What follows belongs to an exercise in optimizing a design on an open flow for small area, a short achievable clock period and few clock cycles; a production flow would make more cautious choices.
The RTL was checked by simulation tests, not by an equivalence proof against the original design.
Power is estimated from default activity; no workload was simulated.

$ cat flow/design.v
module dshot_core (
  input  wire         clk,
  input  wire         rst,
  input  wire         cmd_valid,
  output wire         cmd_ready,
  input  wire [39:0]  cmd,
  output reg          rdata_valid,
  output reg  [31:0]  rdata,
  output reg          ev_valid,
  output reg  [146:0] ev
);
  localparam [3:0] OP_CFGW   = 4'h1;
  localparam [3:0] OP_CFGR   = 4'h2;
  localparam [3:0] OP_START  = 4'h3;
  localparam [3:0] OP_SAMPLE = 4'h4;
  localparam [3:0] OP_END    = 4'h5;
  localparam [1:0] RUN_IDLE      = 2'b00;
  localparam [1:0] RUN_RUNNING   = 2'b01;
  localparam [1:0] RUN_FAULTED   = 2'b10;
  localparam [1:0] RUN_EXHAUSTED = 2'b11;
  localparam [1:0] BX_IDLE    = 2'b00;
  localparam [1:0] BX_STARTED = 2'b01;
  localparam [1:0] BX_BOUNDED = 2'b10;
  localparam [1:0] Q_NONE  = 2'b00;
  localparam [1:0] Q_START = 2'b01;
  localparam [1:0] Q_END   = 2'b10;
  localparam [1:0] Q_TMO   = 2'b11;
  localparam [2:0]  CAT_BIT      = 3'd0;
  localparam [2:0]  CAT_COMMAND  = 3'd1;
  localparam [2:0]  CAT_THROTTLE = 3'd2;
  localparam [2:0]  CAT_CHECKSUM = 3'd3;
  localparam [2:0]  CAT_ERROR    = 3'd4;
  localparam [15:0] ERR_BADLEN   = 16'd1;
  localparam [15:0] ERR_CKSUM    = 16'd2;
  localparam [2:0] S_CMD    = 3'd0;   
  localparam [2:0] S_DIV    = 3'd1;   
  localparam [2:0] S_CHECK  = 3'd2;   
  localparam [2:0] S_CLASS  = 3'd3;   
  localparam [2:0] S_CKSUM  = 3'd4;   
  localparam [2:0] S_CKERR  = 3'd5;   
  localparam [2:0] S_BADLEN = 3'd6;   
  localparam [26:0] DIVISOR = 27'd100000000;
  reg  [2:0]  state;
  reg         ctrl_bidir;
  reg  [1:0]  ctrl_rate;
  reg  [31:0] samplerate;
  reg  [63:0] idxbase;      
  reg  [1:0]  run;
  reg  [3:0]  fault;
  reg  [31:0] period;
  reg  [31:0] timeout;
  reg         prev_valid;
  reg         prev;
  reg  [31:0] idle;
  reg  [63:0] idx;
  reg  [1:0]  bx;
  reg  [63:0] pc_start;
  reg  [63:0] pc_end;
  reg  [15:0] shift;
  reg  [4:0]  bcnt;
  reg  [63:0] first_start;
  reg  [63:0] nib_start;
  reg  [63:0] last_next;
  reg  [41:0] div_q;
  reg  [26:0] div_rem;
  reg  [5:0]  div_cnt;
  wire [3:0]  op   = cmd[39:36];
  wire [3:0]  addr = cmd[35:32];
  wire [31:0] data = cmd[31:0];
  assign cmd_ready = (state == S_CMD);
  wire accept = cmd_valid && cmd_ready;
  wire running = (run == RUN_RUNNING);
  reg [9:0] rate_m;
  always @(*) begin
    case (ctrl_rate)
      2'b00:   rate_m = 10'd667;
      2'b01:   rate_m = 10'd333;
      2'b10:   rate_m = 10'd167;
      default: rate_m = 10'd83;
    endcase
  end
  wire [41:0] sr_product = samplerate * rate_m;
  wire [27:0] div_trial = {div_rem, div_q[41]};
  wire        div_ge    = (div_trial >= {1'b0, DIVISOR});
  wire [27:0] div_diff  = div_trial - {1'b0, DIVISOR};
  wire [26:0] div_rem_n = div_ge ? div_diff[26:0] : div_trial[26:0];
  wire [41:0] div_q_n   = {div_q[40:0], div_ge};
  wire        s_lvl   = data[0];
  wire [63:0] smp_idx = idx + 64'd1;
  wire [31:0] idle_n  = idle + 32'd1;
  wire        edge_d  = prev ^ s_lvl;
  wire        tmo     = (idle_n == timeout);
  reg [1:0] qev;
  always @(*) begin
    if (edge_d) begin
      if (s_lvl ^ ctrl_bidir) qev = Q_START;
      else                    qev = Q_END;
    end else if (tmo) begin
      qev = Q_TMO;
    end else begin
      qev = Q_NONE;
    end
  end
  wire        do_next  = (bx == BX_BOUNDED) && (qev == Q_START);
  wire        do_final = (bx == BX_BOUNDED) && (qev == Q_TMO);
  wire [63:0] bit_next = do_final ? (pc_start + {32'd0, period}) : smp_idx;
  wire [63:0] duty     = pc_end - pc_start;
  wire [63:0] bit_per  = bit_next - pc_start;
  wire        bit_val  = ({duty, 1'b0} > {1'b0, bit_per});
  wire [4:0]  bcnt_n = (bcnt == 5'd31) ? 5'd31 : bcnt + 5'd1;
  wire [10:0] payload11 = shift[15:5];
  wire [3:0]  crc_nib   = shift[3:0];
  wire [3:0]  crc_fold  = shift[15:12] ^ shift[11:8] ^ shift[7:4];
  wire [3:0]  crc_exp   = ctrl_bidir ? ~crc_fold : crc_fold;
  wire        is_cmd    = (payload11 < 11'd48);
  wire [31:0] status_word = {17'd0, bcnt, bx, fault, 2'b00, run};
  always @(posedge clk) begin
    if (rst) begin
      state       <= S_CMD;
      ctrl_bidir  <= 1'b0;
      ctrl_rate   <= 2'b00;
      samplerate  <= 32'd0;
      idxbase     <= 64'd0;
      run         <= RUN_IDLE;
      fault       <= 4'd0;
      period      <= 32'd0;
      timeout     <= 32'd0;
      prev_valid  <= 1'b0;
      prev        <= 1'b0;
      idle        <= 32'd0;
      idx         <= 64'd0;
      bx          <= BX_IDLE;
      pc_start    <= 64'd0;
      pc_end      <= 64'd0;
      shift       <= 16'd0;
      bcnt        <= 5'd0;
      first_start <= 64'd0;
      nib_start   <= 64'd0;
      last_next   <= 64'd0;
      div_q       <= 42'd0;
      div_rem     <= 27'd0;
      div_cnt     <= 6'd0;
      rdata_valid <= 1'b0;
      rdata       <= 32'd0;
      ev_valid    <= 1'b0;
      ev          <= 147'd0;
    end else begin
      rdata_valid <= 1'b0;
      ev_valid    <= 1'b0;
      case (state)
        S_CMD: begin
          if (accept) begin
            case (op)
              OP_CFGW: begin
                if (!running) begin
                  if (addr == 4'h0) begin
                    ctrl_bidir <= data[0];
                    ctrl_rate  <= data[2:1];
                  end else if (addr == 4'h1) begin
                    samplerate <= data;
                  end else if (addr == 4'h5) begin
                    idxbase[31:0] <= data;
                  end else if (addr == 4'h6) begin
                    idxbase[63:32] <= data;
                  end
                end
              end
              OP_CFGR: begin
                rdata_valid <= 1'b1;
                case (addr)
                  4'h0:    rdata <= {29'd0, ctrl_rate, ctrl_bidir};
                  4'h1:    rdata <= samplerate;
                  4'h2:    rdata <= status_word;
                  4'h3:    rdata <= period;
                  4'h4:    rdata <= timeout;
                  4'h5:    rdata <= idxbase[31:0];
                  4'h6:    rdata <= idxbase[63:32];
                  default: rdata <= 32'd0;
                endcase
              end
              OP_START: begin
                if (!running) begin
                  prev_valid  <= 1'b0;
                  prev        <= 1'b0;
                  idle        <= 32'd0;
                  idx         <= 64'd0;
                  bx          <= BX_IDLE;
                  pc_start    <= 64'd0;
                  pc_end      <= 64'd0;
                  shift       <= 16'd0;
                  bcnt        <= 5'd0;
                  first_start <= 64'd0;
                  nib_start   <= 64'd0;
                  last_next   <= 64'd0;
                  if (samplerate == 32'd0) begin
                    period  <= 32'd0;
                    timeout <= 32'd0;
                    fault   <= 4'd1;
                    run     <= RUN_FAULTED;
                  end else begin
                    div_q   <= sr_product;
                    div_rem <= 27'd0;
                    div_cnt <= 6'd0;
                    state   <= S_DIV;
                  end
                end
              end
              OP_SAMPLE: begin
                if (running) begin
                  prev <= s_lvl;
                  if (!prev_valid) begin
                    prev_valid <= 1'b1;
                    idx        <= idxbase;
                    idle       <= 32'd0;
                  end else begin
                    idx  <= smp_idx;
                    idle <= (qev == Q_NONE) ? idle_n : 32'd0;
                    case (bx)
                      BX_IDLE: begin
                        if (qev == Q_START) begin
                          pc_start <= smp_idx;
                          bx       <= BX_STARTED;
                        end
                      end
                      BX_STARTED: begin
                        if (qev == Q_END) begin
                          pc_end <= smp_idx;
                          bx     <= BX_BOUNDED;
                        end
                      end
                      BX_BOUNDED: begin
                        if (do_next || do_final) begin
                          ev_valid <= 1'b1;
                          ev       <= {pc_start, bit_next, CAT_BIT, 15'd0, bit_val};
                          shift     <= {shift[14:0], bit_val};
                          bcnt      <= bcnt_n;
                          last_next <= bit_next;
                          if (bcnt == 5'd0)  first_start <= pc_start;
                          if (bcnt == 5'd12) nib_start   <= pc_start;
                          if (do_next) begin
                            pc_start <= smp_idx;
                            bx       <= BX_STARTED;
                          end else begin
                            bx    <= BX_IDLE;
                            state <= (bcnt_n == 5'd16) ? S_CLASS : S_BADLEN;
                          end
                        end
                      end
                      default: ;
                    endcase
                  end
                end
              end
              OP_END: begin
                if (running) run <= RUN_EXHAUSTED;
              end
              default: ;
            endcase
          end
        end
        S_DIV: begin
          div_q   <= div_q_n;
          div_rem <= div_rem_n;
          div_cnt <= div_cnt + 6'd1;
          if (div_cnt == 6'd41) state <= S_CHECK;
        end
        S_CHECK: begin
          state <= S_CMD;
          if (div_q[31:0] == 32'd0) begin
            period  <= 32'd0;
            timeout <= 32'd0;
            fault   <= 4'd2;
            run     <= RUN_FAULTED;
          end else begin
            period  <= div_q[31:0];
            timeout <= div_q[31:0] * 32'd3;
            fault   <= 4'd0;
            run     <= RUN_RUNNING;
          end
        end
        S_CLASS: begin
          ev_valid <= 1'b1;
          ev       <= {first_start, nib_start, (is_cmd ? CAT_COMMAND : CAT_THROTTLE),
                       5'd0, payload11};
          state    <= S_CKSUM;
        end
        S_CKSUM: begin
          ev_valid <= 1'b1;
          ev       <= {nib_start, last_next, CAT_CHECKSUM, 8'd0, crc_exp, crc_nib};
          if (crc_exp != crc_nib) begin
            state <= S_CKERR;
          end else begin
            state       <= S_CMD;
            shift       <= 16'd0;
            bcnt        <= 5'd0;
            first_start <= 64'd0;
            nib_start   <= 64'd0;
            last_next   <= 64'd0;
          end
        end
        S_CKERR: begin
          ev_valid    <= 1'b1;
          ev          <= {nib_start, last_next, CAT_ERROR, ERR_CKSUM};
          state       <= S_CMD;
          shift       <= 16'd0;
          bcnt        <= 5'd0;
          first_start <= 64'd0;
          nib_start   <= 64'd0;
          last_next   <= 64'd0;
        end
        S_BADLEN: begin
          ev_valid    <= 1'b1;
          ev          <= {first_start, last_next, CAT_ERROR, ERR_BADLEN};
          state       <= S_CMD;
          shift       <= 16'd0;
          bcnt        <= 5'd0;
          first_start <= 64'd0;
          nib_start   <= 64'd0;
          last_next   <= 64'd0;
        end
        default: state <= S_CMD;
      endcase
    end
  end
endmodule
$ cat flow/run.sh
#!/bin/bash
# synth_recipe.tcl (not shown) runs the flow's synth.tcl, then flattens the netlist and writes it again
# the make line also repeats each setting of config.mk as NAME=value (left out here)
make -C /OpenROAD-flow-scripts/flow DESIGN_CONFIG=/design/flow/config.mk WORK_HOME=/design/flow/orfs CLKGATE_MAP_FILE= SYNTH_SCRIPT=/design/flow/synth_recipe.tcl finish
$ cat flow/config.mk
export PLATFORM = sky130hd
export DESIGN_NAME = dshot_core
export DESIGN_NICKNAME = dshot_core
export VERILOG_FILES = /design/flow/design.v
export SDC_FILE = /design/flow/constraint.sdc
export NUM_CORES = 4
export LEC_CHECK = 0
export CAP_MARGIN = 20
export CORE_MARGIN = 2
export CORE_UTILIZATION = 40
export PLACE_DENSITY = 0.6
export SLEW_MARGIN = 20
$ cat flow/constraint.sdc
create_clock -name core_clock -period 14.0 [get_ports {clk}]
set_input_delay 2.8000 -clock core_clock [delete_from_list [all_inputs] [get_ports {clk}]]
set_output_delay 2.8000 -clock core_clock [all_outputs]
set_load 0.01 [all_outputs]
==> results by group <==
Hold path
  • Min-delay worst type: flip-flop to flip-flop

Yosys
  • Flops & latches, synth: between 800 and 900
  • Main flop type after synthesis: dfxtp_1
  • Syn Inst Count: between 8000 and 9000
  • Synthesized area: roughly 63000 sq um
  • Syn_area_per_cell: 7.60 sq um
  • Yosys warns: 1
  • Cell taking the most area after synthesis: dfxtp_1
  • Share of the synthesized area in the top cell type: 0.275
  • Synth top area cells: dfxtp_1 28%, fa_1 7.7%, a21oi_1 7.7%
  • Asr flop ratio synth: 0
  • Netlist cell types: just over 90
  • Number of synthesized flops with an enable pin: 0
  • Register area share after synthesis: 0.275

Clocking
  • CTS Hold Bufs: 0
  • Gates resized, CTS repair: 0
  • CTS tree: done
  • CTS buffer count: 99
  • Clk pin slew, worst setup/hold paths: about 0.060 ns
  • Clk latency of the worst-skew pair: ~0.76 ns
  • Max clock buf depth: 3
  • TritonCTS sink count: 861
  • Post-CTS setup repair buffer count: 0
  • Clk root buf: clkbuf_16
  • H-Tree Depth: 3

Route
  • DR WL/cell: about 25 um
  • Antenna Violating Nets Remaining: 0
  • Initial DRC Count: 6863
  • Via/cell ratio: 6.07
  • Final wirelength: about 260000 um
  • DRC: 0
  • TritonRoute pass-1 iters: 9
  • Routed via count: roughly 62000

Power and ir drop
  • Clock Power Share: 0.501
  • Power Density: just over 80 nW/um^2
  • Total Power: about 5.6 mW
  • Leak: between 20 and 30 nW
  • Sw Pwr: 1.43 mW
  • Switch share: 0.255
  • Sequential Power Share: 0.439
  • Peak VDD IR: ~0.10 mV
  • Int Power: between 4 and 5 mW
  • Share of power burned in combinational logic: 0.060

Die
  • Die footprint: roughly 160000 sq um
  • Rows: 145
  • Core area: 156000 sq um
  • Vert. Die Dim: approximately 400 um
  • Die Span X: 400 um
  • Initial Util: 0.402
  • I/O pin count: ~230

STA
  • RSZ-0062 raised after global routing: false
  • Final Skew: ~0.033 ns
  • Setup ws final: around 2.7 ns
  • Final setup fails: 0
  • Highest Clock Rate: about 0.09 GHz
  • Slew Limit Fails: 0
  • Period utilization: 0.809
  • Hold WS: 0.447 ns
  • Minimum clock period: between 10 and 15 ns
  • Setup TNS: 0 ns
  • Fin. Hold Viols: 0
  • Worst Tran Pin Value: about 1.2 ns
  • Slew margin rel.: 0.180

Layout
  • FILL cells: between 15000 and 20000
  • Non-Filler Instances: 10200
  • Commonest cells after routing, fill and taps aside: 1008 x nand2_1, 961 x a21oi_1, 857 x dfxtp_1
  • Leading cell type in the layout, fill and taps excluded: nand2_1
  • Layout cells sized above 1: 0.0490
  • Layout Nets: approximately 8700
  • Layout area overhead: 11.5%

Global routing
  • Largest net degree at the start of global routing: 190
  • Global route total overflow: 0
  • Vias in the first global route: ~60000
  • First-pass GRT wire length: between 300000 and 400000 um
  • Initial antenna violation count: 16
  • Gr usage total: 0.315

Outcome
  • Outcome: timing/DRC/antenna clean

Worst setup path
  • CP max stage cell: a2111oi_0
  • WP data arrival: around 12 ns
  • Crit path max fanout: 46
  • Critical path's most frequent cell: a21oi_1
  • Slowest stage delay, CP: about 0.78 ns
  • Setup crit start kind: input pin
  • Endpoint type of the worst setup path: flip-flop
  • Worst EP required: between 10 and 15 ns
  • Setup CP Type: input pin to flip-flop

Placement
  • Dpl hpwl: 190000 um
  • Final GP Congestion: 1.01
  • IO Port Bufs: around 220
  • DP Worst Slack: 2.09 ns
  • Cell total after placement: 10000

Job
  • MaxCap Viol Count: 0
-- power groups by stage --
stage | sequential (mW) | clock [mW] | combinational (mW)
3_5_place_dp | 2.52 | 0 | 0.326
2_1_floorplan | 2.51 | 0 | 0.213
5_1_grt | 2.47 | 2.94 | 0.363
6_report | 2.47 | 2.82 | 0.338
4_1_cts | 2.47 | 2.85 | 0.327
3_3_place_gp | 2.52 | 0 | 0.323
-- routing by layer --
layer | global-route usage | vias up | wire [um]
met4 | 0.179 | 16 | 17000
met2 | 0.510 | 2716 | 118000
met3 | 0.0551 | 654 | 19900
met1 | 0.393 | 30000 | 103000
li1 | - | 28700 | -
met5 | 0 | - | 152
-- cell usage after synthesis (all sizes together) (88+ instances only) --
master	count
xnor2	206
inv	406
a21oi	963
nor2	744
a22oi	219
o21ai	421
dfxtp	861
fa	242
xor2	172
ha	357
a211oi	137
nand2b	88
clkbuf	549
nand3	376
nor3	173
a21o	142
nand2	1010
nor2b	112
-- kinds of logic (layout without fill, tap and decap cells) --
kind of cell    count (synthesis)  in the layout  share of synthesized area
simple gates                 2911           2911                      0.214
compound gates               2400           2400                      0.236
buf+inv                      1025            949                     0.0627
flops                         861            861                      0.275
fa+ha+maj                     599            599                      0.149
xor+xnor                      378            378                     0.0529
mux                            62             62                     0.0101
other cells                     1             10                  0.0000599
-- registers in the layout, summed over array words and instances (netlist names), 2 cells and up --
register and flops:
idx 64, ev 142, div_q 42, first_start 64
idxbase 64, pc_start 64, div_rem 27, div_cnt 6
ctrl_rate 2, bx 2, bcnt 5, period 31
idle 32, shift 16, timeout 32, nib_start 64
run 2, state 3, last_next 64, rdata 32
pc_end 64, fault 2, samplerate 32
-- worst max-delay path: cells and delay by family --
family,cells,cell delay (ns)
buffers and inverters,3,1.69
adder cells (fa/ha/maj),2,0.64
multiplexers,1,0.40
AND/OR/NAND/NOR,6,1.59
AO/OA/AOI/OAI,19,4.54
XOR/XNOR,1,0.17
-- per-stage QoR --
stage | instance area (sq um) | utilization
after CTS | 69800 | 0.448
final | 69800 | 0.448
after global placement | 66300 | 0.426
after detailed placement | 66300 | 0.426
after global routing | 69800 | 0.448
after floorplan | 62700 | -
-- worst paths after layout --
| kind | from | endpoint | slack (ns) | cells after the start |
|---|---|---|---|---|
| max | cmd[0] | ev[0]$_SDFFE_PP0P_ | 2.67 | 32 |
| min | last_next[10]$_SDFFE_PP0P_ | last_next[10]$_SDFFE_PP0P_ | 0.45 | 2 |
| max reg2reg | idle[4]$_SDFFE_PP0P_ | ev[0]$_SDFFE_PP0P_ | 3.66 | 32 |
| min reg2reg | last_next[10]$_SDFFE_PP0P_ | last_next[10]$_SDFFE_PP0P_ | 0.45 | 2 |
-- layout make-up --
type / count / area, sq um / share of cell area
clock inverters: 39 / 601 / 0.00860
flip-flops and latches: 861 / 17300 / 0.247
inverters: 406 / 1530 / 0.0219
clock buffers: 140 / 2860 / 0.0410
diodes: 5 / 12.5 / 0.000179
well taps: 2058 / 2570 / 0.0369
multi-input cells: 6355 / 41700 / 0.597
repair buffers: 364 / 3340 / 0.0478
Testbench counts, summed over its fixed seeds: cycles 41,051.

==> separate check: timing with driven ports <==
Ports are ideal in the flow. The routed layout listed here was re-timed in OpenROAD.
Step 1 sets driving cells, clkbuf_16 on the clock port and buf_2 on the other inputs (assumed; they add their load-dependent delay and slew).
Step 2 moves the port delays by t, midway between the first and last clock arrival at a register: inputs arrive t later, outputs are due t later. That takes back most of the time a late clock gives input paths.
Three values: ideal, step 1, step 2; two values: the first two.
t (ns): 0.828
setup WS [ns]: 2.670 / 2.702 / 1.874
worst hold slack (ns): 0.447 / 0.447 / 0.447
latest minus earliest clock arrival (ns): 0.033 / 0.034
worst slew at a driven data input, ns: 0.22
After both steps setup and hold are still met in this run. The setup slack of this run moves by +0.032 ns with the drivers and by -0.796 ns with both steps.
